From an optimization exercise on the open Yosys and OpenROAD flow, aimed at small area, a short achievable clock period and few clock cycles per item; shortcuts taken in it are not production practice. RTL that was checked went through simulation tests only; none was proved equivalent to the original. Only the layout flow was run in run 7; the RTL was not checked for function there.

==> design.v <==
module csb_crc (
    input  wire        clk,
    input  wire        rst,         
    input  wire        in_valid,
    output wire        in_ready,
    input  wire        in_init,
    input  wire [2:0]  in_nbytes,   
    input  wire [31:0] in_data,
    output wire        idle,
    output wire [31:0] result
);
    localparam [31:0] POLY = 32'hEDB88320;
    reg [31:0] code;       
    reg        pend;       
    reg        part;       
    reg        back;       
    reg [3:0]  left;       
    reg        busy;       
    reg        idle_q;     
    function [31:0] unshift2;
        input [31:0] c;
        integer i;
        reg [31:0] t;
        begin
            t = c;
            for (i = 0; i < 2; i = i + 1)
                t = t[31] ? (((t ^ POLY) << 1) | 32'd1) : (t << 1);
            unshift2 = t;
        end
    endfunction
    wire accept  = in_valid & ~busy & ~rst;
    wire partial = ~in_nbytes[2] & (in_nbytes[1:0] != 2'd0);
    wire clr     = rst | (accept & in_init);
    wire [31:0] b = {in_data[31:24] & {8{accept & in_nbytes[2]}},
                     in_data[23:16] & {8{accept & (in_nbytes[2] | (in_nbytes[1] & in_nbytes[0]))}},
                     in_data[15:8]  & {8{accept & (in_nbytes[2] | in_nbytes[1])}},
                     in_data[7:0]   & {8{accept & (in_nbytes != 3'd0)}}};
    wire [31:0] x = ~code;
    wire [31:0] f;
    wire m32 = x[2] ^ x[7];
    wire m33 = x[0] ^ x[22];
    wire m34 = x[3] ^ x[6];
    wire m35 = x[1] ^ x[23];
    wire m36 = x[4] ^ m33;
    wire m37 = x[16] ^ x[28];
    wire m38 = x[11] ^ x[25];
    wire m39 = x[24] ^ x[30];
    wire m40 = x[17] ^ x[29];
    wire m41 = x[18] ^ x[26];
    wire m42 = x[5] ^ x[31];
    wire m43 = x[19] ^ x[27];
    wire m44 = x[12] ^ x[13];
    wire m45 = x[15] ^ m42;
    wire m46 = x[8] ^ x[9];
    wire m47 = x[20] ^ m32;
    wire m48 = x[14] ^ m43;
    wire m49 = m39 ^ m40;
    wire m50 = x[23] ^ m37;
    wire m51 = x[21] ^ m32;
    wire m52 = x[10] ^ m35;
    wire m53 = x[4] ^ x[11];
    wire m54 = x[3] ^ x[10];
    wire m55 = x[0] ^ x[21];
    wire m56 = x[27] ^ m38;
    wire m57 = x[5] ^ x[8];
    wire m58 = x[30] ^ m36;
    wire m59 = x[7] ^ x[25];
    wire m60 = x[13] ^ m41;
    wire m61 = x[15] ^ x[24];
    wire m62 = x[28] ^ m41;
    wire m63 = x[26] ^ m52;
    wire m64 = x[2] ^ x[12];
    wire m65 = x[29] ^ x[31];
    wire m66 = x[14] ^ x[18];
    wire m67 = m33 ^ m45;
    wire m68 = x[28] ^ m46;
    wire m69 = x[14] ^ m50;
    wire m70 = x[25] ^ m34;
    wire m71 = x[8] ^ m47;
    wire m72 = x[6] ^ m47;
    wire m73 = x[7] ^ m34;
    wire m74 = x[10] ^ m65;
    wire m75 = x[31] ^ m39;
    wire m76 = x[9] ^ m44;
    wire m77 = m38 ^ m58;
    wire m78 = m53 ^ m72;
    wire m79 = x[20] ^ m69;
    wire m80 = x[4] ^ x[5];
    wire m81 = m48 ^ m58;
    wire m82 = m46 ^ m51;
    wire m83 = x[16] ^ m59;
    wire m84 = m59 ^ m66;
    wire m85 = m36 ^ m71;
    wire m86 = m40 ^ m57;
    wire m87 = x[22] ^ m43;
    wire m88 = x[12] ^ m54;
    wire m89 = x[21] ^ m49;
    wire m90 = m48 ^ m52;
    wire m91 = m50 ^ m61;
    wire m92 = x[13] ^ m53;
    wire m93 = x[3] ^ x[20];
    wire m94 = x[9] ^ m63;
    wire m95 = m55 ^ m68;
    wire m96 = x[1] ^ m60;
    wire m97 = x[24] ^ m86;
    wire m98 = x[5] ^ m36;
    wire m99 = x[15] ^ x[22];
    wire m100 = x[26] ^ m34;
    wire m101 = x[17] ^ m45;
    wire m102 = x[16] ^ m35;
    wire m103 = m100 ^ m102;
    wire m104 = m103 ^ m85;
    wire m105 = x[3] ^ x[17];
    wire m106 = x[24] ^ x[27];
    wire m107 = m80 ^ m35;
    wire m108 = m105 ^ m106;
    wire m109 = m107 ^ m108;
    wire m110 = m82 ^ m109;
    wire m111 = x[2] ^ x[10];
    wire m112 = x[18] ^ x[24];
    wire m113 = m111 ^ m112;
    wire m114 = m68 ^ m70;
    wire m115 = m113 ^ m98;
    wire m116 = m114 ^ m115;
    wire m117 = x[19] ^ x[29];
    wire m118 = m80 ^ m38;
    wire m119 = m117 ^ m73;
    wire m120 = m118 ^ m119;
    wire m121 = m94 ^ m120;
    wire m122 = x[10] ^ x[12];
    wire m123 = x[26] ^ x[27];
    wire m124 = m39 ^ m57;
    wire m125 = m122 ^ m123;
    wire m126 = m124 ^ m125;
    wire m127 = m126 ^ m78;
    wire m128 = m42 ^ m44;
    wire m129 = m73 ^ m56;
    wire m130 = m128 ^ m95;
    wire m131 = m129 ^ m130;
    wire m132 = x[0] ^ x[2];
    wire m133 = x[29] ^ m54;
    wire m134 = m132 ^ m76;
    wire m135 = m133 ^ m134;
    wire m136 = m79 ^ m135;
    wire m137 = x[1] ^ x[14];
    wire m138 = x[15] ^ m54;
    wire m139 = m137 ^ m92;
    wire m140 = m138 ^ m89;
    wire m141 = m139 ^ m140;
    wire m142 = x[16] ^ m64;
    wire m143 = m66 ^ m45;
    wire m144 = m142 ^ m143;
    wire m145 = m77 ^ m144;
    wire m146 = x[19] ^ m44;
    wire m147 = m146 ^ m101;
    wire m148 = m85 ^ m147;
    wire m149 = x[9] ^ x[14];
    wire m150 = m149 ^ m51;
    wire m151 = m60 ^ m98;
    wire m152 = m150 ^ m151;
    wire m153 = m34 ^ m99;
    wire m154 = m57 ^ m153;
    wire m155 = m90 ^ m154;
    wire m156 = x[9] ^ m91;
    wire m157 = m78 ^ m156;
    wire m158 = m55 ^ m83;
    wire m159 = m88 ^ m97;
    wire m160 = m158 ^ m159;
    wire m161 = x[6] ^ x[17];
    wire m162 = m46 ^ m161;
    wire m163 = m162 ^ m96;
    wire m164 = m77 ^ m163;
    wire m165 = x[9] ^ x[12];
    wire m166 = m32 ^ m41;
    wire m167 = m42 ^ m165;
    wire m168 = m166 ^ m167;
    wire m169 = m90 ^ m168;
    wire m170 = x[7] ^ m37;
    wire m171 = m61 ^ m87;
    wire m172 = m92 ^ m170;
    wire m173 = m63 ^ m171;
    wire m174 = m172 ^ m173;
    wire m175 = m64 ^ m56;
    wire m176 = m97 ^ m175;
    wire m177 = m79 ^ m176;
    wire m178 = x[15] ^ m55;
    wire m179 = m70 ^ m76;
    wire m180 = m49 ^ m62;
    wire m181 = m178 ^ m179;
    wire m182 = m180 ^ m181;
    wire m183 = m74 ^ m83;
    wire m184 = m96 ^ m183;
    wire m185 = m81 ^ m184;
    wire m186 = x[11] ^ m37;
    wire m187 = m73 ^ m186;
    wire m188 = m101 ^ m187;
    wire m189 = m81 ^ m188;
    wire m190 = x[3] ^ m64;
    wire m191 = m40 ^ m62;
    wire m192 = m190 ^ m67;
    wire m193 = m191 ^ m192;
    wire m194 = x[29] ^ x[30];
    wire m195 = m194 ^ m87;
    wire m196 = m60 ^ m71;
    wire m197 = m195 ^ m196;
    wire m198 = x[23] ^ x[30];
    wire m199 = x[31] ^ m93;
    wire m200 = m198 ^ m48;
    wire m201 = m199 ^ m95;
    wire m202 = m200 ^ m201;
    wire m203 = m100 ^ m74;
    wire m204 = m82 ^ m91;
    wire m205 = m203 ^ m204;
    wire m206 = x[2] ^ x[6];
    wire m207 = x[20] ^ m206;
    wire m208 = m49 ^ m56;
    wire m209 = m207 ^ m208;
    wire m210 = m94 ^ m209;
    wire m211 = m75 ^ m88;
    wire m212 = m51 ^ m56;
    wire m213 = m62 ^ m211;
    wire m214 = m212 ^ m213;
    wire m215 = x[0] ^ m65;
    wire m216 = m35 ^ m37;
    wire m217 = m38 ^ m43;
    wire m218 = m44 ^ m215;
    wire m219 = m216 ^ m217;
    wire m220 = m72 ^ m218;
    wire m221 = m219 ^ m220;
    wire m222 = x[6] ^ m44;
    wire m223 = m36 ^ m222;
    wire m224 = m69 ^ m89;
    wire m225 = m223 ^ m224;
    wire m226 = x[13] ^ m35;
    wire m227 = m49 ^ m84;
    wire m228 = m226 ^ m67;
    wire m229 = m227 ^ m228;
    wire m230 = x[4] ^ x[19];
    wire m231 = m93 ^ m99;
    wire m232 = m230 ^ m75;
    wire m233 = m84 ^ m231;
    wire m234 = m232 ^ m233;
    wire m235 = x[1] ^ x[19];
    wire m236 = m235 ^ m70;
    wire m237 = m51 ^ m67;
    wire m238 = m236 ^ m237;
    assign f[0] = m104;
    assign f[1] = m110;
    assign f[2] = m116;
    assign f[3] = m121;
    assign f[4] = m127;
    assign f[5] = m131;
    assign f[6] = m136;
    assign f[7] = m141;
    assign f[8] = m145;
    assign f[9] = m148;
    assign f[10] = m152;
    assign f[11] = m155;
    assign f[12] = m157;
    assign f[13] = m160;
    assign f[14] = m164;
    assign f[15] = m169;
    assign f[16] = m174;
    assign f[17] = m177;
    assign f[18] = m182;
    assign f[19] = m185;
    assign f[20] = m189;
    assign f[21] = m193;
    assign f[22] = m197;
    assign f[23] = m202;
    assign f[24] = m205;
    assign f[25] = m210;
    assign f[26] = m214;
    assign f[27] = m221;
    assign f[28] = m225;
    assign f[29] = m229;
    assign f[30] = m234;
    assign f[31] = m238;
    wire [31:0] stepped = ~f ^ b;
    wire [31:0] kept    = ({32{~clr}} & (back ? ~unshift2(~code) : code)) ^ b;
    always @(posedge clk)
        code <= (pend & ~clr) ? stepped : kept;
    reg       pend_n, part_n, back_n, busy_n;
    reg [3:0] left_n;
    always @(*) begin
        pend_n = accept & (in_nbytes != 3'd0);
        part_n = accept & partial;
        if (rst) begin
            back_n = 1'b0;
            busy_n = 1'b0;
            left_n = 4'd0;
        end else if (accept) begin
            back_n = 1'b0;
            busy_n = partial;
            left_n = {~in_nbytes[1:0], 2'b00} + 4'd4;
        end else begin
            back_n = (pend & part) | (back & (left != 4'd1));
            busy_n = busy & ~(back & (left == 4'd1));
            left_n = left - {3'd0, back};
        end
    end
    always @(posedge clk) begin
        pend   <= pend_n;
        part   <= part_n;
        back   <= back_n;
        busy   <= busy_n;
        left   <= left_n;
        idle_q <= ~(pend_n | back_n);
    end
    assign in_ready = ~busy;
    assign idle     = idle_q;
    assign result   = code;
endmodule
==> flow/run.sh <==
#!/bin/bash
# Standard layout, with plain buf_1 cells as the port buffers and the
# state flip-flops (which drive the whole next-state network and the
# result ports) upsized after placement.
set -e
export BUFFER_PORTS_ARGS="-buffer_cell sky130_fd_sc_hd__buf_1"
bash standard.sh place > standard_place.log 2>&1
openroad -no_init -exit flow/upsize.tcl > upsize.log 2>&1
bash standard.sh finish > standard.log 2>&1
==> flow/upsize.tcl <==
# Upsize the code register's flip-flops in the placed design, then
# legalize the placement again.
set odb orfs/results/sky130hd/csb_crc/base/3_place.odb
read_db $odb
read_liberty $::env(FLOW_HOME)/platforms/sky130hd/lib/sky130_fd_sc_hd__tt_025C_1v80.lib
set block [ord::get_db_block]
set n 0
foreach inst [$block getInsts] {
  if {[[$inst getMaster] getName] eq "sky130_fd_sc_hd__dfxtp_1" && [string match "code*" [$inst getName]]} {
    replace_cell [$inst getName] sky130_fd_sc_hd__dfxtp_2
    incr n
  }
}
puts "upsized $n flip-flops"
detailed_placement
check_placement
write_db $odb
==> standard.sh <==
#!/bin/bash
# synth_recipe.tcl (not shown) runs the flow's synth.tcl, then flattens the netlist and writes it again
# the make line also repeats each setting of config.mk as NAME=value (left out here)
make -C /OpenROAD-flow-scripts/flow DESIGN_CONFIG=/design/flow/config.mk WORK_HOME=/design/flow/orfs CLKGATE_MAP_FILE= SYNTH_SCRIPT=/design/flow/synth_recipe.tcl "${@:-finish}"
==> config.mk <==
export PLATFORM = sky130hd
export DESIGN_NAME = csb_crc
export DESIGN_NICKNAME = csb_crc
export VERILOG_FILES = /design/flow/design.v
export SDC_FILE = /design/flow/constraint.sdc
export NUM_CORES = 4
export LEC_CHECK = 0
export CAP_MARGIN = 20
export CORE_MARGIN = 2
export CORE_UTILIZATION = 40
export CTS_BUF_LIST = sky130_fd_sc_hd__clkbuf_4 sky130_fd_sc_hd__clkbuf_8
export CTS_CLUSTER_DIAMETER = 100
export CTS_CLUSTER_SIZE = 30
export SETUP_SLACK_MARGIN = 2.9
export SLEW_MARGIN = 20
==> constraint.sdc <==
create_clock -name core_clock -period 5.0 [get_ports {clk}]
set_input_delay 1.0000 -clock core_clock [delete_from_list [all_inputs] [get_ports {clk}]]
set_output_delay 1.0000 -clock core_clock [all_outputs]
set_load 0.01 [all_outputs]
==> impl_metrics.ini, run 1 <==
[min_path]
hold_path_depth = 3
hp-class = register to register
min_to = left[1]$_SDFF_PP0_
min-delay-start = left[1]$_SDFF_PP0_

[die]
dieArea_um2 = 12200
rows = 38
core-area_um2 = 10900
dieWidth_um = 110
initial_core_util = 0.415
die_y_um = 110
boundaryPins = 73

[synth]
synth-simple-area-share = 0.0552
synth-edff-count = 0
synth_xor_area_frac = 0.573
synthCells = 458
netlist_top_cells_count = 153 x xnor2_1, 43 x xor2_1, 41 x dfxtp_1
synth_area_leaders = xnor2_1 30%, dfxtp_1 18%, xnor3_1 14%, xor2_1 8.3%, mux2i_1 6.8%
synth_fp_nets = 501
synth_adder_area_share = 0.0110
syn_avg_cell_area_um2 = 9.90
synth-seq-area-share = 0.181
synth_top_area_cell = xnor2_1
synth_compound_area_frac = 0.0546
syn_area_um2 = 4530
synth-seq-cells = 41
synth_cell_types = 32
synthFlopType = dfxtp_1
synth_mux_area_frac = 0.0684
yosys.area.top_type_share = 0.296
ys_async_sr_fraction = 0
synth_top_family_by_area = XOR/XNOR gates
synth_warnings = 1
yosysMostFrequentCell = xnor2_1

[drt]
wirelength_um = 13400
drc_errors = 0
via_per_inst = 5.16
avgRoutedWirePerCell_um = 20.1
dr.pass1.iters = 5
antenna_left = 0
drtIter0Drc = 240
vias = 3449

[timing]
finalCritPeriodShare = 0.417
fmax_mhz = 480
tns_ns = 0
relSlewSlack = 0.596
period_needed_ns = 2.08
hold_viol = 0
hold-worst-slack_ns = 0.561
setup_violations = 0
rsz0062_at_grt = yes
fin_skew_ns = 0.00774
worst_pin_slew_ns = 0.607
maxSlewViolCount = 0

[placed_design]
port-buffer-count = 72
gp_congestion = 0.953
dp.final_hpwl_um = 9630
dp.cells = 630

[clock_tree]
clk_latency_ns = 0.31
ctsHoldBuffers = 0
cts_tree = built
clock_path_buffers = 2
path_clk_slew_ns = 0.09
htree_num_levels = 2
numCtsBuffers = 5
root_buffer = clkbuf_8
clock-sinks = 41

[layout]
multi_input_area_um2 = 3720
nets = 570
final-seq-area_um2 = 912
area_delta_synth_final_pct = 20.8
diodes = 0
fillers = 1042
drive_above_1_share = 0.206
stdcell_count = 668

[setup_path]
ff2ff_path_depth = 8
rr_startpoint = code[31]$_DFF_P_
crit_path_start = code[31]$_DFF_P_
arrival_ns = 2.29
worstSetupPathType = register to register
endpoint_kind = register
rr_endpoint = code[19]$_DFF_P_
startpoint_type = register
ff2ff_setup_slack_ns = 2.92
path_max_fanout = 7
required_ns = 5.20

[global_routing]
first_global_vias = 3414
antenna_found_initial = 0
grt_usage = 0.220
grt_pass1_wl_um = 20500
grt_max_degree = 36
gr-total-overflow = 0

[status]
status = timing/DRC/antenna clean

[flow_run]
drv_cap = 0
==> worst max path at each step <==
| stage | cells after the start | end |
|---|---|---|
| 6_report | 8 | code[19]$_DFF_P_ |
| 5_1_grt | 6 | code[19]$_DFF_P_ |
| 4_1_cts | 6 | code[17]$_DFF_P_ |
| 3_5_place_dp | 6 | code[19]$_DFF_P_ |
| 3_3_place_gp | 6 | code[19]$_DFF_P_ |
| 2_1_floorplan | 6 | code[15]$_DFF_P_ |
==> what timing repair did <==
item | in CTS | in global routing
endpoints found under the setup margin | 35 | 34
pin swaps | 4 | 8
setup buffers | 10 | 20
gates resized for setup | 35 | 21
==> kinds of logic after synthesis <==
kind of cell / count (synthesis)
xor+xnor: 237
fa+ha+maj: 4
simple gates: 59
flops: 41
compound gates: 39
mux: 31
buf+inv: 47
==> cell type report <==
type                    instances  share of cell area
flip-flops and latches         41               0.167
clock buffers                   5              0.0126
multi-input cells             370               0.678
repair buffers                104               0.103
well taps                     140              0.0320
clock inverters                 3             0.00388
inverters                       5             0.00343
==> state kept, by name, indices dropped and copies added (netlist names) <==
| signal | cells |
|---|---|
| left | 4 |
| pend | 1 |
| idle_q | 1 |
| back | 1 |
| busy | 1 |
| part | 1 |
| code | 32 |
==> cell usage in the layout, fill, tap and decap left out, types with 2 or more instances in the layout <==
cell	instances
a211oi_1	2
a21oi_1	6
and2_1	2
buf_1	71
buf_12	4
buf_4	27
clkbuf_8	5
dfxtp_1	8
dfxtp_2	13
dfxtp_4	20
ha_1	4
inv_1	5
mux2i_1	31
nand2_1	35
nor2_1	11
nor3_1	3
o21a_1	2
o22ai_1	26
xnor2_1	145
xnor2_2	10
xnor2_4	6
xnor3_1	26
xnor3_2	2
xor2_1	34
xor2_2	7
xor2_4	5
xor3_1	2
==> metrics by stage <==
stage / worst slack [ns] / cell area (um^2) / utilization
2_1_floorplan: 2.92 / 4560 / -
3_3_place_gp: 2.34 / 4770 / 0.436
3_5_place_dp: 2.44 / 4770 / 0.436
4_1_cts: 2.87 / 5190 / 0.474
5_1_grt: 2.86 / 5480 / 0.501
6_report: 2.92 / 5480 / 0.501
==> per-layer routing <==
metal	routed length (um)	vias to the layer above	track usage	share of wire
met4	562	0	0.0833	0.042
met1	5700	1656	0.303	0.42
met3	786	31	0.0296	0.059
met2	6370	136	0.352	0.47
li1	-	1626	-	-
met5	0	-	0	0
==> worst max-delay path: stages, from the launching register on <==
cell and delay (ns):
dfxtp_2 0.36, buf_12 0.14, xnor3_1 0.40, xnor3_1 0.21, buf_4 0.15, xnor2_1 0.12
xnor2_1 0.30, o22ai_1 0.15, xnor2_1 0.14
Testbench counts, summed over its fixed seeds: cycles 24,576, bytes 97,536.
==> inputs of run 2 (changes only) <==
--- a/config.mk
+++ b/config.mk
@@ -12,4 +12,6 @@
 export CTS_CLUSTER_DIAMETER = 100
 export CTS_CLUSTER_SIZE = 30
+export GPL_ROUTABILITY_DRIVEN = 0
 export SETUP_SLACK_MARGIN = 2.9
 export SLEW_MARGIN = 20
+export TNS_END_PERCENT = 0
==> impl_metrics.ini, run 2 <==
[synth]
synth_area_leaders = xnor2_1 30%, dfxtp_1 18%, xnor3_1 14%, xor2_1 8.3%, mux2i_1 6.8%
yosysMostFrequentCell = xnor2_1
synthCells = 458
synth-seq-area-share = 0.181
syn_avg_cell_area_um2 = 9.90
netlist_top_cells_count = 153 x xnor2_1, 43 x xor2_1, 41 x dfxtp_1
yosys.area.top_type_share = 0.296
synth_fp_nets = 501
synth_cell_types = 32
synth_warnings = 1
synth-seq-cells = 41
ys_async_sr_fraction = 0
synthFlopType = dfxtp_1
synth-edff-count = 0
synth_top_area_cell = xnor2_1
syn_area_um2 = 4530

[timing]
final.setup.worst_slack_ns = 2.89
relSlewSlack = 0.594
finalCritPeriodShare = 0.423
maxSlewViolCount = 0
fmax_mhz = 473
tns_ns = 0
fin_skew_ns = 0.0137
worst_pin_slew_ns = 0.609
hold_viol = 0
period_needed_ns = 2.11
setup_violations = 0
rsz0062_at_grt = yes

[layout]
final_core_util = 0.486
area_delta_synth_final_pct = 17.2
drive_above_1_share = 0.178
largest_register = code
fin_area_um2 = 5310
largest_register_ffs = 32
top_regs = code x32, left x4
diodes = 0
final_common_cell = xnor2_1
layout_common_cells = 145 x xnor2_1, 71 x buf_1, 36 x xor2_1, 35 x nand2_1, 31 x mux2i_1
nets = 554

[global_routing]
grt_pass1_wl_um = 19200
grt_usage = 0.202
gr-total-overflow = 0
antenna_found_initial = 0
grt_max_degree = 36
first_global_vias = 3367

[clock_tree]
cts_tree = built
root_buffer = clkbuf_8
clock_path_buffers = 2
path_clk_slew_ns = 0.09
clock-sinks = 41
numCtsBuffers = 5
clk_latency_ns = 0.30
htree_num_levels = 2

[setup_path]
rr_endpoint = code[17]$_DFF_P_
required_ns = 5.20
ff2ff_path_depth = 6
arrival_ns = 2.31
path_max_fanout = 6
ff2ff_setup_slack_ns = 2.89
rr_startpoint = code[16]$_DFF_P_
endpoint_kind = register
startpoint_type = register
crit_path_start = code[16]$_DFF_P_
worstSetupPathType = register to register

[min_path]
min_to = busy$_SDFF_PP0_
min-delay-start = busy$_SDFF_PP0_
hold_path_depth = 2
hp-class = register to register

[placed_design]
dp.final_hpwl_um = 8980
port-buffer-count = 72
place_area_um2 = 4760
place_ws_ns = 1.83

[die]
dieArea_um2 = 12200
die_y_um = 110
initial_core_util = 0.415
rows = 38
dieWidth_um = 110
core-area_um2 = 10900
boundaryPins = 73

[drt]
wirelength_um = 12800
vias = 3375
drtIter0Drc = 231
dr.pass1.iters = 5
via_per_inst = 5.18
avgRoutedWirePerCell_um = 19.7
antenna_left = 0
drc_errors = 0

[flow_run]
drv_cap = 0

[status]
status = timing/DRC/antenna clean
-- run 2: repair_timing --
item                       4_1_cts  5_1_grt
setup endpoints to repair       35       33
setup buffers                    3       10
hold buffers                     0        0
gates cloned                     0        1
resized for setup               17       32
pin swaps                        1        3
-- run 2: final cells by class --
class / count / area, um^2
multi-input cells: 371 / 3700
flip-flops and latches: 41 / 895
fillers: 1058 / 5620
clock buffers: 6 / 76.3
well taps: 140 / 175
inverters: 5 / 18.8
clock inverters: 2 / 38.8
repair buffers: 87 / 409
-- run 2: cells by family after synthesis --
logic type / after synthesis / synth area share
multiplexers: 31 / 0.0684
adder cells (fa/ha/maj): 4 / 0.0110
flip-flops: 41 / 0.181
AO/OA/AOI/OAI: 39 / 0.0546
buffers and inverters: 47 / 0.0571
XOR/XNOR: 237 / 0.573
AND/OR/NAND/NOR: 59 / 0.0552
-- run 2: how the worst max path moves through the flow --
stage | end | cells after the start | slack [ns]
6_report | code[17]$_DFF_P_ | 6 | 2.89
5_1_grt | code[27]$_DFF_P_ | 6 | 2.80
4_1_cts | code[15]$_DFF_P_ | 7 | 2.78
3_5_place_dp | code[13]$_DFF_P_ | 7 | 1.83
3_3_place_gp | code[13]$_DFF_P_ | 7 | 1.95
2_1_floorplan | code[12]$_DFF_P_ | 6 | 2.71
-- run 2: worst max-delay path, stage by stage, from the launching register on --
cell and delay, ns:
dfxtp_2 0.52, xor2_4 0.26, xnor2_4 0.20, xnor3_1 0.46
xor2_1 0.26, o22ai_1 0.16, xnor2_1 0.15
-- run 2: metal layers --
layer | GRT usage | vias to the layer above | routed length, um
li1 | - | 1597 | -
met4 | 0.0633 | 0 | 339
met5 | 0 | - | 0
met3 | 0.0263 | 28 | 808
met1 | 0.269 | 1616 | 5510
met2 | 0.339 | 134 | 6160
-- run 2: per-stage QoR --
step	hold WS, ns	instances
after floorplan	0.479	458
after global placement	0.509	630
after detailed placement	0.513	630
after CTS	0.536	641
after global routing	0.585	652
final	0.544	652
==> inputs of run 3 (changes only) <==
--- a/config.mk
+++ b/config.mk
@@ -13,5 +13,5 @@
 export CTS_CLUSTER_SIZE = 30
 export GPL_ROUTABILITY_DRIVEN = 0
-export SETUP_SLACK_MARGIN = 2.9
+export SETUP_SLACK_MARGIN = 3.1
 export SLEW_MARGIN = 20
 export TNS_END_PERCENT = 0
==> impl_metrics.ini, run 3 <==
[status]
status = timing/DRC/antenna clean

[synth]
synth_top_family_by_area = XOR/XNOR gates
synthFlopType = dfxtp_1
synth_cell_types = 32
synthCells = 458
synth-seq-cells = 41
synth_area_leaders = xnor2_1 30%, dfxtp_1 18%, xnor3_1 14%, xor2_1 8.3%, mux2i_1 6.8%
syn_area_um2 = 4530
synth-edff-count = 0
synth-simple-area-share = 0.0552
synth-seq-area-share = 0.181
synth_adder_area_share = 0.0110
synth_top_area_cell = xnor2_1
synth_compound_area_frac = 0.0546
synth_mux_area_frac = 0.0684
yosys.area.top_type_share = 0.296
syn_avg_cell_area_um2 = 9.90
synth_xor_area_frac = 0.573
synth_fp_nets = 501
synth_warnings = 1
netlist_top_cells_count = 153 x xnor2_1, 43 x xor2_1, 41 x dfxtp_1
ys_async_sr_fraction = 0
yosysMostFrequentCell = xnor2_1

[layout]
largest_register = code
layout_common_cells = 141 x xnor2_1, 71 x buf_1, 36 x xor2_1, 35 x nand2_1, 31 x mux2i_1
nets = 554
fin_area_um2 = 5360
drive_above_1_share = 0.199
largest_register_ffs = 32
final_common_cell = xnor2_1
area_delta_synth_final_pct = 18.1
top_regs = code x32, left x4
diodes = 0

[flow_run]
drv_cap = 0

[placed_design]
dp.final_hpwl_um = 9520
place_area_um2 = 4920
port-buffer-count = 72

[timing]
tns_ns = 0
setup_violations = 0
fmax_mhz = 481
rsz0062_at_grt = yes
worst_pin_slew_ns = 0.606
period_needed_ns = 2.08
hold_viol = 0
relSlewSlack = 0.596
finalCritPeriodShare = 0.416
fin_skew_ns = 0.0148
maxSlewViolCount = 0

[clock_tree]
clk_latency_ns = 0.32
clock-sinks = 41
clock_path_buffers = 2
path_clk_slew_ns = 0.10
cts_tree = built
htree_num_levels = 2
ctsHoldBuffers = 0
root_buffer = clkbuf_8
numCtsBuffers = 5

[setup_path]
arrival_ns = 2.28
startpoint_type = register
worstSetupPathType = register to register
required_ns = 5.20
endpoint_kind = register
path_max_fanout = 7

[drt]
drtIter0Drc = 212
via_per_inst = 5.17
wirelength_um = 13400
dr.pass1.iters = 4
antenna_left = 0
avgRoutedWirePerCell_um = 20.5
drc_errors = 0
vias = 3373

[global_routing]
antenna_found_initial = 0
grt_max_degree = 36
grt_pass1_wl_um = 20400
gr-total-overflow = 0
grt_usage = 0.215
first_global_vias = 3512

[die]
boundaryPins = 73
die_y_um = 110
initial_core_util = 0.415
rows = 38
core-area_um2 = 10900
dieArea_um2 = 12200
dieWidth_um = 110

[min_path]
hp-class = register to register
[run 3: logic make-up after synthesis]
family	Yosys count
muxes	31
DFF	41
xor gates and xnor gates	237
and+or+nand+nor	59
AOI/OAI and AO/OA	39
adders and majority gates	4
buffers and inverters	47
[run 3: layout make-up]
class / instances / area, um^2
clock buffers: 5 / 68.8
clock inverters: 3 / 23.8
fillers: 1063 / 5580
inverters: 5 / 23.8
multi-input cells: 371 / 3770
flip-flops and latches: 41 / 892
well taps: 140 / 175
repair buffers: 87 / 397
[run 3: stage by stage]
stage	utilization	instances	hold WS, ns	worst slack (ns)
5_1_grt	0.490	652	0.613	2.84
2_1_floorplan	-	458	0.517	3.06
4_1_cts	0.483	644	0.568	2.92
3_3_place_gp	0.450	628	0.541	2.31
6_report	0.490	652	0.565	2.92
3_5_place_dp	0.450	628	0.554	2.29
[run 3: per-layer routing]
metal | part of all wire | wire, um | global-route usage
met1 | 0.44 | 5820 | 0.281
met2 | 0.48 | 6430 | 0.363
met3 | 0.060 | 801 | 0.0351
met4 | 0.023 | 311 | 0.0725
met5 | 0 | 0 | 0
[run 3: worst max-delay path, stage by stage, from the launching register on]
cell and delay (ns):
dfxtp_2 0.49, xnor3_1 0.50, xnor2_1 0.49, xnor2_1 0.21
o22ai_1 0.14, xnor2_1 0.14
[run 3: final timing paths]
path	slack, ns	cells after the start	start	end
min	0.56	2	busy$_SDFF_PP0_	busy$_SDFF_PP0_
max reg2reg	2.92	5	code[1]$_DFF_P_	code[3]$_DFF_P_
max	2.92	5	code[1]$_DFF_P_	code[3]$_DFF_P_
min reg2reg	0.56	2	busy$_SDFF_PP0_	busy$_SDFF_PP0_
[run 3: what timing repair did]
item / in CTS / in global routing
setup endpoints to repair: 66 / 69
gates cloned: 0 / 1
endpoints found under the hold margin: 0 / 0
pin swaps: 1 / 1
setup buffers: 8 / 7
resized for setup: 25 / 5
==> inputs of run 4 (changes only) <==
--- a/config.mk
+++ b/config.mk
@@ -6,5 +6,5 @@
 export NUM_CORES = 4
 export LEC_CHECK = 0
-export CAP_MARGIN = 20
+export CAP_MARGIN = 0
 export CORE_MARGIN = 2
 export CORE_UTILIZATION = 40
@@ -12,6 +12,5 @@
 export CTS_CLUSTER_DIAMETER = 100
 export CTS_CLUSTER_SIZE = 30
-export GPL_ROUTABILITY_DRIVEN = 0
-export SETUP_SLACK_MARGIN = 3.1
-export SLEW_MARGIN = 20
+export SETUP_SLACK_MARGIN = 3.0
+export SLEW_MARGIN = 0
 export TNS_END_PERCENT = 0
==> impl_metrics.ini, run 4 <==
[min_path]
min_to = busy$_SDFF_PP0_
min-delay-start = busy$_SDFF_PP0_
hp-class = register to register
hold_path_depth = 2

[synth]
netlist_top_cells_count = 153 x xnor2_1, 43 x xor2_1, 41 x dfxtp_1
synth_fp_nets = 501
synthCells = 458
synth-simple-area-share = 0.0552
synth_warnings = 1
synth_cell_types = 32
synth_xor_area_frac = 0.573
synth_area_leaders = xnor2_1 30%, dfxtp_1 18%, xnor3_1 14%, xor2_1 8.3%, mux2i_1 6.8%
syn_avg_cell_area_um2 = 9.90
synth_compound_area_frac = 0.0546
synthFlopType = dfxtp_1
synth_top_area_cell = xnor2_1
syn_area_um2 = 4530
synth-seq-cells = 41
synth-seq-area-share = 0.181
synth_adder_area_share = 0.0110
yosys.area.top_type_share = 0.296
yosysMostFrequentCell = xnor2_1
synth_mux_area_frac = 0.0684
ys_async_sr_fraction = 0
synth-edff-count = 0
synth_top_family_by_area = XOR/XNOR gates

[die]
dieArea_um2 = 12200
die_y_um = 110
boundaryPins = 73
dieWidth_um = 110
core-area_um2 = 10900
initial_core_util = 0.415
rows = 38

[timing]
tns_ns = 0
fin_skew_ns = 0.00991
fmax_mhz = 471
relSlewSlack = 0.593
worst_pin_slew_ns = 0.609
finalCritPeriodShare = 0.425
hold_viol = 0
maxSlewViolCount = 0
rsz0062_at_grt = yes
setup_violations = 0
period_needed_ns = 2.12

[clock_tree]
clock_path_buffers = 2
root_buffer = clkbuf_8
cts_tree = built
ctsHoldBuffers = 0
htree_num_levels = 2
clk_latency_ns = 0.31
path_clk_slew_ns = 0.10
numCtsBuffers = 5
clock-sinks = 41

[placed_design]
dp.cells = 629
dp.final_hpwl_um = 9640
gp_congestion = 0.981
port-buffer-count = 72

[layout]
fillers = 1081
layout_common_cells = 146 x xnor2_1, 72 x buf_1, 35 x nand2_1, 35 x xor2_1, 31 x mux2i_1
largest_register_ffs = 32
area_delta_synth_final_pct = 14.2
largest_register = code
stdcell_count = 645
top_regs = code x32, left x4
nets = 547
final_common_cell = xnor2_1
drive_above_1_share = 0.162
diodes = 0

[global_routing]
first_global_vias = 3440
grt_usage = 0.217
gr-total-overflow = 0
grt_max_degree = 36
antenna_found_initial = 0
grt_pass1_wl_um = 20400

[drt]
vias = 3290
drtIter0Drc = 208
wirelength_um = 13100
drc_errors = 0
via_per_inst = 5.10
dr.pass1.iters = 4
avgRoutedWirePerCell_um = 20.3
antenna_left = 0

[setup_path]
ff2ff_setup_slack_ns = 2.88
startpoint_type = register
arrival_ns = 2.33
ff2ff_path_depth = 6
rr_startpoint = code[12]$_DFF_P_
worstSetupPathType = register to register
endpoint_kind = register
required_ns = 5.21
rr_endpoint = code[17]$_DFF_P_
path_max_fanout = 9

[flow_run]
drv_cap = 0

[status]
status = timing/DRC/antenna clean
run 4: layer usage:
layer	track usage	routed length (um)	vias up	part of all wire
met5	0	0	-	0
met2	0.361	6310	113	0.48
met3	0.0285	836	19	0.064
met1	0.293	5580	1583	0.43
li1	-	-	1575	-
met4	0.0708	337	0	0.026
run 4: per-stage QoR:
stage / cell area [um^2] / util / setup slack [ns] / hold slack [ns]
6_report: 5180 / 0.474 / 2.88 / 0.552
3_3_place_gp: 4770 / 0.436 / 2.42 / 0.522
5_1_grt: 5180 / 0.474 / 2.78 / 0.596
3_5_place_dp: 4770 / 0.436 / 2.46 / 0.538
4_1_cts: 5140 / 0.470 / 2.90 / 0.552
2_1_floorplan: 4560 / - / 2.95 / 0.498
run 4: timing repair:
action,4_1_cts,5_1_grt
buffers inserted,8,0
endpoints found under the setup margin,48,53
resized for setup,30,5
pin swaps,3,0
run 4: cells by family (layout without fill, tap and decap cells):
kind of cell | count (synthesis) | after routing
AOI/OAI and AO/OA | 39 | 39
xor gates and xnor gates | 237 | 237
adders and majority gates | 4 | 4
buffers and inverters | 47 | 94
DFF | 41 | 41
muxes | 31 | 31
and+or+nand+nor | 59 | 59
run 4: worst max path at each step:
| stage | startpoint | slack (ns) | cells past startpoint | endpoint |
|---|---|---|---|---|
| after floorplan | in_valid | 2.95 | 7 | code[26]$_DFF_P_ |
| after CTS | code[24]$_DFF_P_ | 2.90 | 6 | code[24]$_DFF_P_ |
| after global placement | code[4]$_DFF_P_ | 2.42 | 6 | code[19]$_DFF_P_ |
| after detailed placement | code[4]$_DFF_P_ | 2.46 | 6 | code[19]$_DFF_P_ |
| after global routing | code[7]$_DFF_P_ | 2.78 | 6 | code[3]$_DFF_P_ |
| final | code[12]$_DFF_P_ | 2.88 | 6 | code[17]$_DFF_P_ |
run 4: cell type report:
class	instances	area, um^2	share of cell area
multi-input cells	370	3660	0.707
flip-flops and latches	41	890	0.172
repair buffers	81	342	0.0659
well taps	140	175	0.0338
clock buffers	5	68.8	0.0133
clock inverters	3	25.0	0.00483
inverters	5	18.8	0.00362
run 4: critical path, cell delays in order (launching register included):
cell and delay [ns]:
dfxtp_2 0.54, xnor2_1 0.16, xnor2_2 0.31, xnor3_1 0.39
xor2_1 0.30, o22ai_1 0.18, xnor2_1 0.15
==> inputs of run 5 (changes only) <==
==> config.mk (replaced) <==
export PLATFORM = sky130hd
export DESIGN_NAME = csb_crc
export DESIGN_NICKNAME = csb_crc
export VERILOG_FILES = /design/flow/design.v
export SDC_FILE = /design/flow/constraint.sdc
export NUM_CORES = 4
export LEC_CHECK = 0
export CAP_MARGIN = 20
export CORE_MARGIN = 2
export CORE_UTILIZATION = 40
export CTS_BUF_LIST = sky130_fd_sc_hd__clkbuf_16
export CTS_CLUSTER_DIAMETER = 300
export CTS_CLUSTER_SIZE = 50
export SETUP_SLACK_MARGIN = 3.0
export SLEW_MARGIN = 20
export TNS_END_PERCENT = 0
==> impl_metrics.ini, run 5 <==
[status]
status = timing/DRC/antenna clean

[global_routing]
grt_pass1_wl_um = 20500
gr-total-overflow = 0
first_global_vias = 3444
grt_max_degree = 36
antenna_found_initial = 0
grt_usage = 0.219

[placed_design]
port-buffer-count = 72
dp.final_hpwl_um = 9640
gp_congestion = 0.981
place_area_um2 = 4770

[synth]
syn_area_um2 = 4530
synth_area_leaders = xnor2_1 30%, dfxtp_1 18%, xnor3_1 14%, xor2_1 8.3%, mux2i_1 6.8%
ys_async_sr_fraction = 0
synth-seq-area-share = 0.181
synth_fp_nets = 501
synthFlopType = dfxtp_1
netlist_top_cells_count = 153 x xnor2_1, 43 x xor2_1, 41 x dfxtp_1
synth-seq-cells = 41
synthCells = 458
yosys.area.top_type_share = 0.296
synth_cell_types = 32
syn_avg_cell_area_um2 = 9.90
yosysMostFrequentCell = xnor2_1
synth_warnings = 1
synth_top_area_cell = xnor2_1
synth-edff-count = 0

[layout]
nets = 549
fin_area_um2 = 5270
top_regs = code x32, left x4
largest_register = code
area_delta_synth_final_pct = 16.1
final_common_cell = xnor2_1
layout_common_cells = 146 x xnor2_1, 72 x buf_1, 36 x xor2_1, 35 x nand2_1, 31 x mux2i_1
largest_register_ffs = 32
drive_above_1_share = 0.164
fillers = 1069
diodes = 0

[min_path]
hp-class = register to register

[drt]
drc_errors = 0
top_layer = met4
wirelength_um = 13100
met2_length_um = 6310
wl_met3_um = 683
drtIter0Drc = 214
vias = 3330
dr.pass1.iters = 4
avgRoutedWirePerCell_um = 20.3
antenna_left = 0
met1_length_um = 5770
via_per_inst = 5.15

[die]
rows = 38
core-area_um2 = 10900
boundaryPins = 73
dieWidth_um = 110
die_y_um = 110
initial_core_util = 0.415
dieArea_um2 = 12200

[timing]
finalCritPeriodShare = 0.420
rsz0062_at_grt = yes
maxSlewViolCount = 0
period_needed_ns = 2.10
setup_violations = 0
worst_pin_slew_ns = 0.614
relSlewSlack = 0.591
fmax_mhz = 477
tns_ns = 0
fin_skew_ns = 0.0117
hold_viol = 0

[clock_tree]
path_clk_slew_ns = 0.07
numCtsBuffers = 5
cts_tree = built
clk_latency_ns = 0.30
clock-sinks = 41
htree_num_levels = 2
root_buffer = clkbuf_16
clock_path_buffers = 2

[setup_path]
required_ns = 5.22
path_max_fanout = 8
endpoint_kind = register
ff2ff_setup_slack_ns = 2.90
startpoint_type = register
arrival_ns = 2.32
worstSetupPathType = register to register

[flow_run]
drv_cap = 0
[run 5: cells by family (layout without fill, tap and decap cells)]
family | after synthesis | in the layout | share of synthesized area
xor+xnor | 237 | 237 | 0.573
simple gates | 59 | 59 | 0.0552
buf+inv | 47 | 96 | 0.0571
flops | 41 | 41 | 0.181
compound gates | 39 | 39 | 0.0546
mux | 31 | 31 | 0.0684
fa+ha+maj | 4 | 4 | 0.0110
[run 5: worst paths after layout]
kind | startpoint | to | cells after the start
max | code[22]$_DFF_P_ | code[19]$_DFF_P_ | 6
min | left[0]$_SDFF_PP0_ | left[0]$_SDFF_PP0_ | 3
min reg2reg | left[0]$_SDFF_PP0_ | left[0]$_SDFF_PP0_ | 3
max reg2reg | code[22]$_DFF_P_ | code[19]$_DFF_P_ | 6
[run 5: per-stage QoR]
stage	hold slack, ns	worst slack, ns	util	cells
2_1_floorplan	0.498	2.95	-	458
3_3_place_gp	0.522	2.42	0.436	629
3_5_place_dp	0.538	2.46	0.436	629
4_1_cts	0.570	2.93	0.479	646
5_1_grt	0.611	2.82	0.482	647
6_report	0.568	2.90	0.482	647
[run 5: repair_timing]
item	CTS	global route
hold buffers	0	0
resized for setup	35	2
pin swaps	5	1
endpoints found under the setup margin	41	44
setup buffers	9	1
[run 5: area by class of cell]
type	count	area, um^2	area share
clock buffer	5	125	0.0238
multi-input combinational	370	3660	0.695
tap	140	175	0.0333
timing repair buffer	83	369	0.0701
sequential	41	895	0.170
clock inverter	3	25.0	0.00475
inverter	5	18.8	0.00356
[run 5: per-layer routing]
metal | vias up | GRT usage
met3 | 23 | 0.0302
li1 | 1578 | -
met1 | 1612 | 0.292
met2 | 117 | 0.364
met5 | - | 0
met4 | 0 | 0.0758
[run 5: worst max-delay path: stages (launching register included)]
cell and delay (ns):
dfxtp_2 0.55, xnor3_2 0.51, xor2_4 0.22, xnor2_2 0.31, xnor2_1 0.11, o22ai_1 0.19, xnor2_1 0.14
==> inputs of run 6 (changes only) <==
--- a/config.mk
+++ b/config.mk
@@ -10,6 +10,6 @@
 export CORE_UTILIZATION = 40
 export CTS_BUF_LIST = sky130_fd_sc_hd__clkbuf_16
-export CTS_CLUSTER_DIAMETER = 300
-export CTS_CLUSTER_SIZE = 50
+export CTS_CLUSTER_DIAMETER = 500
+export CTS_CLUSTER_SIZE = 100
 export SETUP_SLACK_MARGIN = 3.0
 export SLEW_MARGIN = 20
==> impl_metrics.ini, run 6 <==
[status]
status = timing/DRC/antenna clean

[timing]
period_needed_ns = 2.10
finalCritPeriodShare = 0.420
relSlewSlack = 0.591
fin_skew_ns = 0.0117
tns_ns = 0
setup_violations = 0
maxSlewViolCount = 0
worst_pin_slew_ns = 0.614
rsz0062_at_grt = yes
fmax_mhz = 477
hold_viol = 0

[flow_run]
drv_cap = 0

[drt]
via_per_inst = 5.15
drc_errors = 0
avgRoutedWirePerCell_um = 20.3
wirelength_um = 13100
drtIter0Drc = 214
antenna_left = 0
vias = 3330
dr.pass1.iters = 4

[setup_path]
required_ns = 5.22
arrival_ns = 2.32
worstSetupPathType = register to register
startpoint_type = register
path_max_fanout = 8
endpoint_kind = register

[global_routing]
use_met1 = 0.292
first_global_vias = 3444
antenna_found_initial = 0
gr-total-overflow = 0
grt_max_degree = 36
top_usage_layer = met2
grt_pass1_wl_um = 20500
gr-usage-met2 = 0.364
met3_usage = 0.0302
grt_usage = 0.219

[layout]
nets = 549
largest_register = code
multi_input_area_um2 = 3660
final_core_util = 0.482
largest_register_ffs = 32
area_delta_synth_final_pct = 16.1
final_common_cell = xnor2_1
fin_area_um2 = 5270
layout_common_cells = 146 x xnor2_1, 72 x buf_1, 36 x xor2_1, 35 x nand2_1, 31 x mux2i_1
final-seq-area_um2 = 895
top_regs = code x32, left x4
diodes = 0
fillers = 1069
drive_above_1_share = 0.164
stdcell_count = 647

[placed_design]
dp.cells = 629
gp_congestion = 0.981
place_area_um2 = 4770
dp.final_hpwl_um = 9640
port-buffer-count = 72

[die]
core-area_um2 = 10900
rows = 38
die_y_um = 110
dieArea_um2 = 12200
boundaryPins = 73
initial_core_util = 0.415
dieWidth_um = 110

[synth]
synth-edff-count = 0
synth_cell_types = 32
netlist_top_cells_count = 153 x xnor2_1, 43 x xor2_1, 41 x dfxtp_1
synthFlopType = dfxtp_1
yosys.area.top_type_share = 0.296
synth_fp_nets = 501
syn_area_um2 = 4530
synth_top_area_cell = xnor2_1
synth-seq-area-share = 0.181
syn_avg_cell_area_um2 = 9.90
synthCells = 458
synth-seq-cells = 41
synth_warnings = 1
synth_area_leaders = xnor2_1 30%, dfxtp_1 18%, xnor3_1 14%, xor2_1 8.3%, mux2i_1 6.8%
ys_async_sr_fraction = 0
yosysMostFrequentCell = xnor2_1

[min_path]
hp-class = register to register

[clock_tree]
ctsHoldBuffers = 0
clock_path_buffers = 2
clock-sinks = 41
cts_tree = built
htree_num_levels = 2
root_buffer = clkbuf_16
numCtsBuffers = 5
clk_latency_ns = 0.30
path_clk_slew_ns = 0.07
-- run 6: cell families after synthesis --
kind of cell             share of synthesized area
buffers and inverters                       0.0571
AO/OA/AOI/OAI                               0.0546
XOR/XNOR                                     0.573
multiplexers                                0.0684
adder cells (fa/ha/maj)                     0.0110
flip-flops                                   0.181
AND/OR/NAND/NOR                             0.0552
-- run 6: layout make-up --
class,instances,share of cell area
clock buffer,5,0.0238
inverter,5,0.00356
clock inverter,3,0.00475
sequential,41,0.170
tap,140,0.0333
multi-input combinational,370,0.695
timing repair buffer,83,0.0701
-- run 6: worst paths after layout --
path	startpoint	endpoint	slack, ns	cells past startpoint
worst max register to register	code[22]$_DFF_P_	code[19]$_DFF_P_	2.90	6
worst min-delay path	left[0]$_SDFF_PP0_	left[0]$_SDFF_PP0_	0.57	3
worst max-delay path	code[22]$_DFF_P_	code[19]$_DFF_P_	2.90	6
worst min register to register	left[0]$_SDFF_PP0_	left[0]$_SDFF_PP0_	0.57	3
-- run 6: worst max-delay path: stages (launching register included) --
cell and delay, ns:
dfxtp_2 0.55, xnor3_2 0.51, xor2_4 0.22, xnor2_2 0.31, xnor2_1 0.11, o22ai_1 0.19
xnor2_1 0.14
-- run 6: layer usage --
metal	up-vias	share of wire
met3	23	0.052
met4	0	0.029
met2	117	0.48
met5	-	0
li1	1578	-
met1	1612	0.44
-- run 6: stage by stage --
stage          hold WS (ns)  setup slack [ns]
2_1_floorplan         0.498              2.95
3_3_place_gp          0.522              2.42
3_5_place_dp          0.538              2.46
4_1_cts               0.570              2.93
5_1_grt               0.611              2.82
6_report              0.568              2.90
-- run 6: repair_timing --
item,in CTS,in global routing
pin swaps,5,1
setup buffers,9,1
resized for setup,35,2
cloned,0,0
endpoints found under the setup margin,41,44
==> inputs of run 7 (changes only) <==
--- a/design.v
+++ b/design.v
@@ -13,9 +13,7 @@
     reg [31:0] code;       
     reg        pend;       
-    reg        part;       
     reg        back;       
     reg [3:0]  left;       
     reg        busy;       
-    reg        idle_q;     
     function [31:0] unshift2;
         input [31:0] c;
@@ -281,9 +279,8 @@
     always @(posedge clk)
         code <= (pend & ~clr) ? stepped : kept;
-    reg       pend_n, part_n, back_n, busy_n;
+    reg       pend_n, back_n, busy_n;
     reg [3:0] left_n;
     always @(*) begin
         pend_n = accept & (in_nbytes != 3'd0);
-        part_n = accept & partial;
         if (rst) begin
             back_n = 1'b0;
@@ -293,7 +290,7 @@
             back_n = 1'b0;
             busy_n = partial;
-            left_n = {~in_nbytes[1:0], 2'b00} + 4'd4;
+            left_n = partial ? {~in_nbytes[1:0], 2'b00} + 4'd4 : 4'd0;
         end else begin
-            back_n = (pend & part) | (back & (left != 4'd1));
+            back_n = (pend & (left != 4'd0)) | (back & (left != 4'd1));
             busy_n = busy & ~(back & (left == 4'd1));
             left_n = left - {3'd0, back};
@@ -302,12 +299,10 @@
     always @(posedge clk) begin
         pend   <= pend_n;
-        part   <= part_n;
         back   <= back_n;
         busy   <= busy_n;
         left   <= left_n;
-        idle_q <= ~(pend_n | back_n);
     end
     assign in_ready = ~busy;
-    assign idle     = idle_q;
+    assign idle     = ~(pend | back);
     assign result   = code;
 endmodule
--- a/config.mk
+++ b/config.mk
@@ -9,7 +9,7 @@
 export CORE_MARGIN = 2
 export CORE_UTILIZATION = 40
-export CTS_BUF_LIST = sky130_fd_sc_hd__clkbuf_16
-export CTS_CLUSTER_DIAMETER = 500
-export CTS_CLUSTER_SIZE = 100
+export CTS_BUF_LIST = sky130_fd_sc_hd__clkbuf_4 sky130_fd_sc_hd__clkbuf_8
+export CTS_CLUSTER_DIAMETER = 100
+export CTS_CLUSTER_SIZE = 30
 export SETUP_SLACK_MARGIN = 3.0
 export SLEW_MARGIN = 20
==> impl_metrics.ini, run 7 <==
[status]
status = timing/DRC/antenna clean

[global_routing]
gr-total-overflow = 0
first_global_vias = 3840
antenna_found_initial = 0
grt_max_degree = 24
grt_pass1_wl_um = 22500
grt_usage = 0.228

[clock_tree]
clock_path_buffers = 2
cts_tree = built
htree_num_levels = 2
clock-sinks = 39
path_clk_slew_ns = 0.08
numCtsBuffers = 5
root_buffer = clkbuf_8
clk_latency_ns = 0.31

[drt]
via_per_inst = 5.32
antenna_left = 0
vias = 3945
avgRoutedWirePerCell_um = 21.0
dr.pass1.iters = 5
wirelength_um = 15600
drc_errors = 0
drtIter0Drc = 337

[layout]
drive_above_1_share = 0.271
nets = 611
fin_area_um2 = 6370
diodes = 0
largest_register = code
final_common_cell = buf_1
final_core_util = 0.507
top_regs = code x32, left x4
largest_register_ffs = 32
layout_common_cells = 68 x buf_1, 67 x xnor2_1, 51 x xnor3_1, 49 x buf_4, 37 x xor2_1
area_delta_synth_final_pct = 24.4

[timing]
tns_ns = 0
rsz0062_at_grt = yes
setup_violations = 0
finalCritPeriodShare = 0.427
hold_viol = 0
period_needed_ns = 2.14
relSlewSlack = 0.672
fmax_mhz = 468
worst_pin_slew_ns = 0.489
fin_skew_ns = 0.00665
maxSlewViolCount = 0
final.setup.worst_slack_ns = 2.86

[die]
die_y_um = 117
dieArea_um2 = 13700
boundaryPins = 73
initial_core_util = 0.407
rows = 41
dieWidth_um = 117
core-area_um2 = 12600

[setup_path]
required_ns = 5.24
slowest_delay_ns = 0.49
arrival_ns = 2.37
path_delay_family = XOR/XNOR gates
endpoint_kind = register
worstSetupPathType = register to register
path_max_fanout = 4
crit_buf_inv = 0
crit_slowest_cell = xnor3_1
critical_path.cell_chain = xnor3_2 -> xor2_1 -> xnor3_1 -> o22ai_1 -> xnor2_1
startpoint_type = register

[flow_run]
drv_cap = 0

[placed_design]
place_ws_ns = 2.14
port-buffer-count = 72
dp.final_hpwl_um = 10900
gp_congestion = 0.917
place_area_um2 = 5430

[synth]
synthFlopType = dfxtp_1
synth_area_leaders = xnor3_1 24%, dfxtp_1 15%, xnor2_1 13%, xor3_1 7.9%, xor2_1 6.7%
synth_fp_nets = 524
ys_async_sr_fraction = 0
synth_cell_types = 51
yosysMostFrequentCell = xnor2_1
synth_warnings = 1
synth-seq-area-share = 0.153
syn_avg_cell_area_um2 = 10.6
synth-seq-cells = 39
synthCells = 481
syn_area_um2 = 5120
yosys.area.top_type_share = 0.242
synth_top_area_cell = xnor3_1
netlist_top_cells_count = 78 x xnor2_1, 55 x xnor3_1, 39 x dfxtp_1, 39 x xor2_1, 34 x nand2_1
synth-edff-count = 0

[min_path]
hp-class = register to register
## run 7: cell types whose count changed after synthesis, sizes merged, moves of 7 or more
cell	change
a211oi	+11
clkbuf	+10
nand4	+7
nor2	+17
o22ai	-13
xnor2	-78
xnor3	+32
xor2	-7
xor3	+16
## run 7: tightest hold or removal path, delay by kind of cell, from the launching register on
kind,cells,cell delay (ns)
buf+inv,1,0.06
fa+ha+maj,1,0.12
flops,1,0.33
simple gates,1,0.04
## run 7: logic make-up (layout without fill, tap and decap cells)
group / count (synthesis) / in the layout / share of synthesized area
simple gates: 95 / 95 / 0.0865
flops: 39 / 39 / 0.153
xor+xnor: 200 / 200 / 0.569
fa+ha+maj: 4 / 4 / 0.00978
mux: 28 / 28 / 0.0550
buf+inv: 60 / 148 / 0.0548
compound gates: 55 / 55 / 0.0726
## run 7: per-layer routing
| metal | wire (um) | part of all wire | global-route usage | vias up |
|---|---|---|---|---|
| li1 | - | - | - | 1832 |
| met1 | 6620 | 0.43 | 0.312 | 1927 |
| met2 | 7540 | 0.48 | 0.374 | 167 |
| met3 | 1130 | 0.073 | 0.0391 | 19 |
| met4 | 284 | 0.018 | 0.0643 | 0 |
| met5 | 0 | 0 | 0 | - |
## run 7: path summary, 6_finish.rpt
kind	end	depth (start not counted)	startpoint	slack (ns)
worst max-delay path	code[12]$_DFF_P_	5	code[16]$_DFF_P_	2.86
worst min-delay path	left[1]$_SDFF_PP0_	3	left[1]$_SDFF_PP0_	0.58
worst max register to register	code[12]$_DFF_P_	5	code[16]$_DFF_P_	2.86
worst min register to register	left[1]$_SDFF_PP0_	3	left[1]$_SDFF_PP0_	0.58
## run 7: cell type report
class / count / area [um^2]
clock buffer: 7 / 90.1
clock inverter: 1 / 8.76
fill: 1158 / 6200
inverter: 10 / 37.5
multi-input combinational: 382 / 4330
sequential: 39 / 878
tap: 172 / 215
timing repair buffer: 130 / 806
## run 7: metrics by stage
| step | instances | hold WS [ns] |
|---|---|---|
| 5_1_grt | 741 | 0.593 |
| 4_1_cts | 717 | 0.582 |
| 6_report | 741 | 0.577 |
| 3_5_place_dp | 681 | 0.564 |
| 3_3_place_gp | 681 | 0.548 |
| 2_1_floorplan | 481 | 0.492 |
## run 7: timing repair
| item | in CTS | in global routing |
|---|---|---|
| pin swaps | 8 | 11 |
| hold buffers | 0 | 0 |
| gates cloned | 1 | 2 |
| setup endpoints to repair | 55 | 50 |
| setup buffers | 27 | 22 |
| gates resized for setup | 58 | 28 |
==> inputs of run 8 (changes only) <==
--- a/design.v
+++ b/design.v
@@ -13,7 +13,9 @@
     reg [31:0] code;       
     reg        pend;       
+    reg        part;       
     reg        back;       
     reg [3:0]  left;       
     reg        busy;       
+    reg        idle_q;     
     function [31:0] unshift2;
         input [31:0] c;
@@ -279,8 +281,9 @@
     always @(posedge clk)
         code <= (pend & ~clr) ? stepped : kept;
-    reg       pend_n, back_n, busy_n;
+    reg       pend_n, part_n, back_n, busy_n;
     reg [3:0] left_n;
     always @(*) begin
         pend_n = accept & (in_nbytes != 3'd0);
+        part_n = accept & partial;
         if (rst) begin
             back_n = 1'b0;
@@ -290,7 +293,7 @@
             back_n = 1'b0;
             busy_n = partial;
-            left_n = partial ? {~in_nbytes[1:0], 2'b00} + 4'd4 : 4'd0;
+            left_n = {~in_nbytes[1:0], 2'b00} + 4'd4;
         end else begin
-            back_n = (pend & (left != 4'd0)) | (back & (left != 4'd1));
+            back_n = (pend & part) | (back & (left != 4'd1));
             busy_n = busy & ~(back & (left == 4'd1));
             left_n = left - {3'd0, back};
@@ -299,10 +302,12 @@
     always @(posedge clk) begin
         pend   <= pend_n;
+        part   <= part_n;
         back   <= back_n;
         busy   <= busy_n;
         left   <= left_n;
+        idle_q <= ~(pend_n | back_n);
     end
     assign in_ready = ~busy;
-    assign idle     = ~(pend | back);
+    assign idle     = idle_q;
     assign result   = code;
 endmodule
==> flow/run.sh (replaced) <==
#!/bin/bash
# Standard layout, with plain buf_1 cells as the port buffers, the
# three-input XOR cells kept out (they take more area than two two-input
# ones), and the state flip-flops (which drive the whole next-state network
# and the result ports) upsized after placement.
set -e
export BUFFER_PORTS_ARGS="-buffer_cell sky130_fd_sc_hd__buf_1"
# the platform's own DONT_USE_CELLS, then the three-input XORs
DU="sky130_fd_sc_hd__probe_p_8 sky130_fd_sc_hd__probec_p_8 sky130_fd_sc_hd__lpflow_bleeder_1 sky130_fd_sc_hd__lpflow_clkbufkapwr_1 sky130_fd_sc_hd__lpflow_clkbufkapwr_16 sky130_fd_sc_hd__lpflow_clkbufkapwr_2 sky130_fd_sc_hd__lpflow_clkbufkapwr_4 sky130_fd_sc_hd__lpflow_clkbufkapwr_8 sky130_fd_sc_hd__lpflow_clkinvkapwr_1 sky130_fd_sc_hd__lpflow_clkinvkapwr_16 sky130_fd_sc_hd__lpflow_clkinvkapwr_2 sky130_fd_sc_hd__lpflow_clkinvkapwr_4 sky130_fd_sc_hd__lpflow_clkinvkapwr_8 sky130_fd_sc_hd__lpflow_decapkapwr_12 sky130_fd_sc_hd__lpflow_decapkapwr_3 sky130_fd_sc_hd__lpflow_decapkapwr_4 sky130_fd_sc_hd__lpflow_decapkapwr_6 sky130_fd_sc_hd__lpflow_decapkapwr_8 sky130_fd_sc_hd__lpflow_inputiso0n_1 sky130_fd_sc_hd__lpflow_inputiso0p_1 sky130_fd_sc_hd__lpflow_inputiso1n_1 sky130_fd_sc_hd__lpflow_inputiso1p_1 sky130_fd_sc_hd__lpflow_inputisolatch_1 sky130_fd_sc_hd__lpflow_isobufsrc_1 sky130_fd_sc_hd__lpflow_isobufsrc_16 sky130_fd_sc_hd__lpflow_isobufsrc_2 sky130_fd_sc_hd__lpflow_isobufsrc_4 sky130_fd_sc_hd__lpflow_isobufsrc_8 sky130_fd_sc_hd__lpflow_isobufsrckapwr_16 sky130_fd_sc_hd__lpflow_lsbuf_lh_hl_isowell_tap_1 sky130_fd_sc_hd__lpflow_lsbuf_lh_hl_isowell_tap_2 sky130_fd_sc_hd__lpflow_lsbuf_lh_hl_isowell_tap_4 sky130_fd_sc_hd__lpflow_lsbuf_lh_isowell_4 sky130_fd_sc_hd__lpflow_lsbuf_lh_isowell_tap_1 sky130_fd_sc_hd__lpflow_lsbuf_lh_isowell_tap_2 sky130_fd_sc_hd__lpflow_lsbuf_lh_isowell_tap_4 sky130_fd_sc_hd__xnor3_1 sky130_fd_sc_hd__xnor3_2 sky130_fd_sc_hd__xnor3_4 sky130_fd_sc_hd__xor3_1 sky130_fd_sc_hd__xor3_2 sky130_fd_sc_hd__xor3_4"
bash standard.sh "DONT_USE_CELLS=$DU" place > standard_place.log 2>&1
openroad -no_init -exit flow/upsize.tcl > upsize.log 2>&1
bash standard.sh "DONT_USE_CELLS=$DU" finish > standard.log 2>&1
--- a/config.mk
+++ b/config.mk
@@ -12,4 +12,5 @@
 export CTS_CLUSTER_DIAMETER = 100
 export CTS_CLUSTER_SIZE = 30
+export GPL_ROUTABILITY_DRIVEN = 0
 export SETUP_SLACK_MARGIN = 3.0
 export SLEW_MARGIN = 20
==> impl_metrics.ini, run 8 <==
[status]
status = timing/DRC/antenna clean

[die]
initial_core_util = 0.410
core-area_um2 = 10800
rows = 38
dieWidth_um = 109
dieArea_um2 = 12000
die_y_um = 109
boundaryPins = 73

[layout]
drive_above_1_share = 0.190
final_common_cell = xnor2_1
top_regs = code x32, left x4
area_delta_synth_final_pct = 15.9
nets = 588
layout_common_cells = 184 x xnor2_1, 70 x buf_1, 40 x xor2_1, 32 x nand2_1, 27 x o22ai_1
largest_register = code
diodes = 0
largest_register_ffs = 32
fillers = 1053

[synth]
synth_xor_area_frac = 0.562
synth-simple-area-share = 0.0591
ys_async_sr_fraction = 0
synth_compound_area_frac = 0.0751
synth_fp_nets = 535
yosys.area.top_type_share = 0.388
synth-seq-area-share = 0.185
synth_area_leaders = xnor2_1 39%, dfxtp_1 18%, xor2_1 7.9%, xnor2_2 5.5%, mux2i_1 4.7%
synth_adder_area_share = 0.0113
synth_top_area_cell = xnor2_1
synth-seq-cells = 41
synth_top_family_by_area = XOR/XNOR gates
syn_avg_cell_area_um2 = 9.04
synth-edff-count = 0
syn_area_um2 = 4450
synth_warnings = 1
synth_mux_area_frac = 0.0473
netlist_top_cells_count = 197 x xnor2_1, 41 x dfxtp_1, 40 x xor2_1
synth_cell_types = 32
yosysMostFrequentCell = xnor2_1
synthFlopType = dfxtp_1
synthCells = 492

[timing]
rsz0062_at_grt = yes
tns_ns = 0
hold_viol = 0
relSlewSlack = 0.502
period_needed_ns = 2.09
worst_pin_slew_ns = 0.746
fin_skew_ns = 0.0118
finalCritPeriodShare = 0.418
fmax_mhz = 478
setup_violations = 0
hold-worst-slack_ns = 0.576
maxSlewViolCount = 0

[setup_path]
required_ns = 5.21
startpoint_type = register
worst_path_most_repeated_cell = xnor2_1
rr_startpoint = code[25]$_DFF_P_
slowest_delay_ns = 0.49
path_max_fanout = 8
critical_path.cell_chain = xnor2_2 -> xnor2_1 -> xor2_1 -> xnor2_1 -> xnor2_1 -> o22ai_1 -> xnor2_1
endpoint_kind = register
ff2ff_setup_slack_ns = 2.91
rr_endpoint = code[5]$_DFF_P_
ff2ff_path_depth = 7
worstSetupPathType = register to register
crit_slowest_cell = dfxtp_2
arrival_ns = 2.30

[clock_tree]
path_clk_slew_ns = 0.10
clock_path_buffers = 2
cts_tree = built
clk_latency_ns = 0.31
root_buffer = clkbuf_8
numCtsBuffers = 5
clock-sinks = 41
htree_num_levels = 2

[global_routing]
grt_usage = 0.211
met3_usage = 0.0273
grt_pass1_wl_um = 19000
top_usage_layer = met2
gr-total-overflow = 0
first_global_vias = 3555
antenna_found_initial = 0
grt_max_degree = 33
use_met1 = 0.272
gr-usage-met2 = 0.354

[min_path]
min-delay-start = left[1]$_SDFF_PP0_
hold_path_depth = 3
hp-class = register to register
min_to = left[1]$_SDFF_PP0_

[drt]
antenna_left = 0
drtIter0Drc = 165
drc_errors = 0
vias = 3443
avgRoutedWirePerCell_um = 17.5
wirelength_um = 12000
dr.pass1.iters = 4
via_per_inst = 5.02

[placed_design]
dp.final_hpwl_um = 9040
port-buffer-count = 72

[flow_run]
drv_cap = 0
[run 8: metal layers]
metal / up-vias / share of wire
met3: 24 / 0.050
met4: 0 / 0.027
li1: 1673 / -
met2: 99 / 0.49
met1: 1647 / 0.43
met5: - / 0
[run 8: cell type report]
type                    instances  area [um^2]  share of cell area
multi-input cells             400         3550               0.689
flip-flops and latches         41          881               0.171
repair buffers                 91          435              0.0845
well taps                     140          175              0.0340
clock buffers                   5         68.8              0.0134
clock inverters                 3         22.5             0.00437
inverters                       6         22.5             0.00437
[run 8: logic make-up after synthesis]
logic type	count (synthesis)
AND/OR/NAND/NOR	63
adder cells (fa/ha/maj)	4
buffers and inverters	51
flip-flops	41
XOR/XNOR	259
multiplexers	21
AO/OA/AOI/OAI	53
[run 8: worst max-delay path: cells and delay by family (launching register included)]
family,cells,cell delay [ns]
compound gates,1,0.12
xor+xnor,6,1.37
flops,1,0.49
[run 8: repair_timing]
item	in CTS	in global routing
endpoints found under the setup margin	46	59
hold buffers	0	0
buffers inserted	5	11
endpoints found under the hold margin	0	0
pin swaps	1	4
resized for setup	13	22
[run 8: how the worst max path moves through the flow]
stage	from	to	slack (ns)	depth (start not counted)
after CTS	code[3]$_DFF_P_	code[6]$_DFF_P_	2.92	7
after detailed placement	in_valid	code[10]$_DFF_P_	2.14	7
after floorplan	in_nbytes[0]	code[1]$_DFF_P_	2.95	6
final	code[25]$_DFF_P_	code[5]$_DFF_P_	2.91	7
after global placement	in_valid	code[17]$_DFF_P_	2.23	6
after global routing	code[25]$_DFF_P_	code[5]$_DFF_P_	2.85	7
[run 8: stage by stage]
stage / util / setup WS, ns / std cells / area [um^2]
after floorplan: - / 2.95 / 492 / 4470
after global placement: 0.432 / 2.23 / 662 / 4680
after detailed placement: 0.432 / 2.14 / 662 / 4680
after CTS: 0.453 / 2.92 / 675 / 4910
after global routing: 0.475 / 2.85 / 686 / 5150
final: 0.475 / 2.91 / 686 / 5150
Testbench counts of run 8, summed over its fixed seeds: cycles 24,576, bytes 97,536.

## separate check: timing with driven ports
In the flow no input, the clock included, has a driving cell. The finished layouts below were timed again as built, in two steps. Step 1, drivers: a clkbuf_16 drives clk and a buf_2 each remaining input, both assumed. Step 2, shift: input delay + t, output delay - t, t = (earliest + latest rising clock arrival at the registers) / 2. This alone moves slack from input paths to output paths. Three values: no drivers, after step 1, after step 2; two values: the first two.
run	t (ns)	setup slack, ns	worst data-port slew with drivers (ns)
run 1	0.340	2.915 / 2.882 / 2.690	0.04
run 2	0.334	2.887 / 2.887 / 2.575	0.03
run 3	0.345	2.919 / 2.901 / 2.639	0.03
run 4	0.343	2.876 / 2.876 / 2.620	0.03
run 5	0.333	2.902 / 2.902 / 2.614	0.03
run 6	0.333	2.902 / 2.902 / 2.614	0.03
run 7	0.345	2.864 / 2.864 / 2.541	0.06
run 8	0.341	2.909 / 2.909 / 2.723	0.04
After both steps setup and hold are still met in every run listed. For run 7, which loses most, drivers alone change the setup slack by 0.000 ns; drivers and shift together by -0.323 ns.
